What follows belongs to an exercise in optimizing a design on an open flow for small area, a short achievable clock period and few clock cycles; a production flow would make more cautious choices.
Where RTL was checked, it was by simulation tests only, not by an equivalence proof against the original.

// strv2_vlc_dec
module strv2_vlc_dec (
    input  wire        clk,
    input  wire        rst,             
    input  wire        start,
    input  wire        cfg_qmode,       
    input  wire [5:0]  cfg_qscale,      
    input  wire [15:0] cfg_mbtotal,     
    input  wire        in_valid,
    output wire        in_ready,
    input  wire [15:0] in_data,
    output reg         out_valid,
    input  wire        out_ready,
    output reg  [15:0] out_data,
    output wire        done,            
    output wire        fault,           
    output wire [1:0]  err_code,        
    output reg  [31:0] bit_count,       
    output reg  [15:0] esc_zero_count   
);
    localparam [15:0] EOD_WORD = 16'hFE00;
    localparam [2:0] S_IDLE   = 3'd0,
                     S_DC     = 3'd1,
                     S_AC     = 3'd2,
                     S_DONE   = 3'd3,
                     S_FAULT1 = 3'd5,      
                     S_FAULT2 = 3'd6;      
    reg  [2:0]  state;
    reg         qmode;
    reg  [5:0]  qscale;
    reg  [15:0] mbleft;       
    reg  [2:0]  blk;
    reg  [4:0]  bits_last;    
    reg         esc0_last;    
    reg         eob_last;     
    reg  [46:0] sbuf;
    reg  [5:0]  q;
    wire        q_neg = q[5];
    wire st_dc    = (state == S_DC);
    wire st_ac    = (state == S_AC);
    wire decoding = st_dc || st_ac;
    wire st_fault = (state == S_FAULT1) || (state == S_FAULT2);
    wire room     = q_neg || !q[4];                  
    wire begin_fr = !decoding && start;
    assign in_ready = !decoding || room;
    assign done     = (state == S_DONE) && !out_valid;
    assign fault    = st_fault && !out_valid;
    assign err_code = {state == S_FAULT2, state == S_FAULT1};
    wire take = in_valid && in_ready;
    wire [52:0] ext = {sbuf, 6'd0};
    wire [21:0] win = ext[q[4:0] +: 22];
    wire [16:0] w = win[21:5];
    reg  [4:0]  ac_len;      
    reg         ac_eob, ac_esc, ac_err;
    reg         ac_sign;     
    always @(*) begin
        ac_eob = 1'b0; ac_esc = 1'b0; ac_err = 1'b0; ac_sign = 1'b0;
        casez (w[16:5])
            12'b10??????????: begin ac_len = 5'd2;  ac_eob = 1'b1; end
            12'b11??????????: begin ac_len = 5'd3;  ac_sign = w[14]; end
  ...
For scale: roughly 1700 cells after synthesis, roughly 110 I/O pins, about 11000 µm² of cells after synthesis.
export LEC_CHECK = 0
export ABC_AREA = 1
export CAP_MARGIN = 20
export CORE_MARGIN = 2
export CORE_UTILIZATION = 40
export CTS_BUF_LIST = sky130_fd_sc_hd__clkbuf_8 sky130_fd_sc_hd__clkbuf_4
export GPL_ROUTABILITY_DRIVEN = 0
export PLACE_DENSITY = 0.6
export SETUP_SLACK_MARGIN = 3.75
export SLEW_MARGIN = 20
create_clock -name core_clock -period 8.0 [get_ports {clk}]
run.sh (not shown) runs the stock make flow with config.mk's settings and CLKGATE_MAP_FILE= SYNTH_SCRIPT=/design/flow/synth_recipe.tcl, a recipe that flattens the netlist after the stock synthesis.
The baseline finished with timing, DRC and antenna clean.
Testbench counts at the start, summed over its fixed seeds: cycles 12,142.
Next try:
--- a/flow/config.mk
+++ b/flow/config.mk
@@ -12,5 +12,4 @@
 export CTS_BUF_LIST = sky130_fd_sc_hd__clkbuf_8 sky130_fd_sc_hd__clkbuf_4
-export GPL_ROUTABILITY_DRIVEN = 0
 export PLACE_DENSITY = 0.6
-export SETUP_SLACK_MARGIN = 3.75
+export SETUP_SLACK_MARGIN = 4.5
 export SLEW_MARGIN = 20
Clock-buffer cell count is unchanged.
Routed wire length rises by about a fifth.
Maximum frequency rises by a few percent.
Core utilization rises by 7.5 points.
Next try:
--- a/flow/config.mk
+++ b/flow/config.mk
@@ -13,3 +13,3 @@
 export PLACE_DENSITY = 0.6
-export SETUP_SLACK_MARGIN = 4.5
+export SETUP_SLACK_MARGIN = 3.75
 export SLEW_MARGIN = 20
What happened:
- die area does not change
- worst hold slack loses 0.0040 ns
- count of clock-buffer cells in the layout goes up by 4
- cell area goes down by about 13%
Next try:
--- a/flow/config.mk
+++ b/flow/config.mk
@@ -10,5 +10,5 @@
 export CORE_MARGIN = 2
-export CORE_UTILIZATION = 40
+export CORE_UTILIZATION = 50
 export CTS_BUF_LIST = sky130_fd_sc_hd__clkbuf_8 sky130_fd_sc_hd__clkbuf_4
-export PLACE_DENSITY = 0.6
+export PLACE_DENSITY = 0.7
 export SETUP_SLACK_MARGIN = 3.75
Clock-buffer cell count is lower by 5.
Sequential cell count does not change.
Sequential share of layout area is higher by 0.43 points.
Core utilization is higher by 11 points.

== red ==
Another version of the RTL of strv2_vlc_dec (not shown whole).
For scale: roughly 160 flip-flops, roughly 110 I/O pins.
==> flow/design.v (excerpt) <==
module strv2_vlc_dec (
    input  wire        clk,
    input  wire        rst,             
    input  wire        start,
    input  wire        cfg_qmode,       
    input  wire [5:0]  cfg_qscale,      
    input  wire [15:0] cfg_mbtotal,     
    input  wire        in_valid,
    output wire        in_ready,
    input  wire [15:0] in_data,
    output reg         out_valid,
    input  wire        out_ready,
    output reg  [15:0] out_data,
    output wire        done,            
    output wire        fault,           
    output wire [1:0]  err_code,        
    output reg  [31:0] bit_count,       
    output reg  [15:0] esc_zero_count   
);
    localparam [15:0] EOD_WORD = 16'hFE00;
    localparam [2:0] S_IDLE   = 3'd0,
                     S_DC     = 3'd1,
                     S_AC     = 3'd2,
                     S_DONE   = 3'd3,
                     S_FAULT1 = 3'd5,      
                     S_FAULT2 = 3'd6;      
    reg  [2:0]  state;
    reg         qmode;
    reg  [5:0]  qscale;
    reg  [15:0] mbleft;       
    reg  [2:0]  blk;
    reg  [4:0]  bits_last;    
    reg         esc0_last;    
    reg         eob_last;     
    reg  [47:0] sbuf;
    reg  [5:0]  cnt;
    wire st_dc    = (state == S_DC);
    wire st_ac    = (state == S_AC);
    wire decoding = st_dc || st_ac;
    wire st_fault = (state == S_FAULT1) || (state == S_FAULT2);
    wire room     = (cnt <= 6'd32);
    wire begin_fr = !decoding && start;
    assign in_ready = !decoding || room;
    assign done     = (state == S_DONE) && !out_valid;
    assign fault    = st_fault && !out_valid;
    assign err_code = {state == S_FAULT2, state == S_FAULT1};
    wire take = in_valid && in_ready;
    wire [69:0] ext = {sbuf, 22'd0};
    wire [21:0] win = ext[cnt +: 22];
    wire [16:0] w = win[21:5];
    reg  [4:0]  ac_len;      
  ...
==> flow/config.mk <==
export PLATFORM = sky130hd
export DESIGN_NAME = strv2_vlc_dec
export DESIGN_NICKNAME = strv2_vlc_dec
export VERILOG_FILES = /design/flow/design.v
export SDC_FILE = /design/flow/constraint.sdc
export NUM_CORES = 4
export LEC_CHECK = 0
export ABC_AREA = 1
export CAP_MARGIN = 20
export CORE_MARGIN = 2
export CORE_UTILIZATION = 65
export PLACE_DENSITY = 0.75
export SETUP_SLACK_MARGIN = 3
export SLEW_MARGIN = 20
==> flow/constraint.sdc <==
create_clock -name core_clock -period 8.0 [get_ports {clk}]
set_input_delay 1.6000 -clock core_clock [delete_from_list [all_inputs] [get_ports {clk}]]
set_output_delay 1.6000 -clock core_clock [all_outputs]
set_load 0.01 [all_outputs]
red completed end to end with timing, DRC and antenna clean.
## Diff of input files: blue against red
- PLACE_DENSITY: 0.75 -> 0.6
- CORE_UTILIZATION: 65 -> 40
- ABC_AREA: 1 -> unset
[summary]
- Comparing red and blue, the higher setup slack was measured on red.
- Looking at red and blue, the worst hold slack is a wash.
- Fmax: blue lower than red
- Across both runs, post-synthesis to final-layout area growth was higher for blue than for red.
- Re clock latency on the worst-skew pair: blue is 20 ps up on red.
- Endpoint of the most critical setup path = cnt[4]: red; endpoint of the most critical setup path = cnt[5]: blue
- red fits on a die that is smaller than the die of blue.
- blue vs. red: post-synthesis share of cell area spent on xor and xnor gates now larger, final cell count without fillers now smaller.
Inputs modified between blue and green:
- ABC_AREA: unset -> 1
==> run notes <==
Going from blue to green, combined global-route utilization of all metal layers lost 2.1 points, filler cell count in the final layout picked up an extra 306, maximum fanout encountered on the critical timing path picked up an extra 37, antenna diode instance count lost 2. Looking at standard cell with the maximum stage delay on the critical path, the nor2_1 result is from green; the mux4_2 one comes from blue. Status: adder-cell share of the synthesized area parity (blue, green). For the non-clock inverter count in the final layout, green came in about 370% higher than blue did. green against blue; total number of vias is up by a few percent. The post-synthesis to final-layout area growth in green was lower than what blue gave. A origin of the worst setup path of cnt[0] is what green shows, while cnt[1] belongs to blue. Looking at highest metal layer with signal wires, the met5 result is from green; the met4 one comes from blue.
[inputs] orange vs green
- SETUP_SLACK_MARGIN changed from 3 to 4
- orange finished all stages; the layout is clean.
- Final worst-path cycle share (lower): orange
- Reported for green and orange, clock buffer count turned out identical to the last digit.
- Taking green as the reference, in orange wire length up 6.9%; non-clock inverter instance count of the final layout up 1.3%; depth of the most critical reg-to-reg path up 3.
- Diff green -> orange: worst max-slew margin expressed relative to the limit comparable; cell area after layout higher.
- Of the two values seen for critical path endpoint, cnt[5] was produced by orange and out_data[2] by green.
No run of this note included a check of the RTL's function; only the layout flow was run.

trial 55:
strv2_vlc_dec, a different RTL version from the one above (not shown whole).
Size: ~1900 cells after synthesis, roughly 160 flip-flops, roughly 0.013 mm^2 of cells after synthesis.
Settings: LEC_CHECK=0, ABC_AREA=1, CAP_MARGIN=20, CORE_MARGIN=2, CORE_UTILIZATION=40, PLACE_DENSITY=0.6, SLEW_MARGIN=20; clock period 8.0 ns.
Testbench counts of trial 55, summed over its fixed seeds: cycles 11,840.
Setup changes, trial 55 to trial 66
- ABC_AREA: 1 -> unset
- SETUP_SLACK_MARGIN: unset -> 2
### Flow results
- Trial 66: full flow OK, the timing, design-rule and antenna checks passed
- The final layout from trial 55, which completed every stage, passed the timing, design-rule and antenna checks at the end of the flow.
- Lower worst setup slack goes to trial 55 over trial 66.
- Trial 66 against trial 55: cell total after placement has decreased, cell area after layout shrank by 130 um^2, global-route total usage across every layer barely changed.
- Compared with trial 55, trial 66 shows a higher share of final-layout standard cells stronger than drive strength 1.
- Higher layout overhead on the synthesized area among trial 66 and trial 55: trial 66

==> afterwards: timing with drivers on the ports <==
The results above use ideal ports. As a check the final layouts listed here were re-extracted and re-timed, cells and wires unchanged. Step 1 assumes that a clkbuf_16 drives the clock port and a buf_2 every other input. Step 2, shift: input delay + t, output delay - t, t = (earliest + latest rising clock arrival at the registers) / 2. This alone moves slack from input paths to output paths. a / b / c = ideal / step 1 / step 2; a / b = the first two.
| run | t (ns) | slack for setup (ns) | hold WS [ns] | latest minus earliest clock arrival (ns) | worst data-port slew with drivers (ns) |
|---|---|---|---|---|---|
| the first run of note 1 | 0.494 | 3.744 / 3.744 / 3.744 | 0.465 / 0.465 / 0.465 | 0.024 / 0.025 | 0.06 |
| the second run of note 1 | 0.494 | 3.987 / 3.987 / 3.987 | 0.465 / 0.465 / 0.465 | 0.032 / 0.032 | 0.06 |
| the third run of note 1 | 0.497 | 3.877 / 3.877 / 3.877 | 0.461 / 0.461 / 0.461 | 0.018 / 0.018 | 0.06 |
| the fourth run of note 1 | 0.508 | 3.818 / 3.818 / 3.818 | 0.474 / 0.474 / 0.474 | 0.024 / 0.024 | 0.05 |
| red | 0.489 | 3.163 / 3.163 / 3.163 | 0.489 / 0.489 / 0.489 | 0.020 / 0.020 | 0.05 |
| blue | 0.500 | 2.682 / 2.682 / 2.682 | 0.488 / 0.488 / 0.488 | 0.035 / 0.035 | 0.05 |
| green | 0.487 | 3.313 / 3.313 / 3.313 | 0.458 / 0.458 / 0.458 | 0.014 / 0.014 | 0.05 |
| orange | 0.487 | 3.882 / 3.882 / 3.882 | 0.458 / 0.458 / 0.458 | 0.013 / 0.013 | 0.05 |
| trial 55 | 0.492 | 1.792 / 1.792 / 1.792 | 0.485 / 0.485 / 0.485 | 0.012 / 0.011 | 0.05 |
| trial 66 | 0.492 | 2.262 / 2.262 / 2.262 | 0.501 / 0.501 / 0.501 | 0.011 / 0.012 | 0.05 |
After both steps every run listed still meets setup and hold.
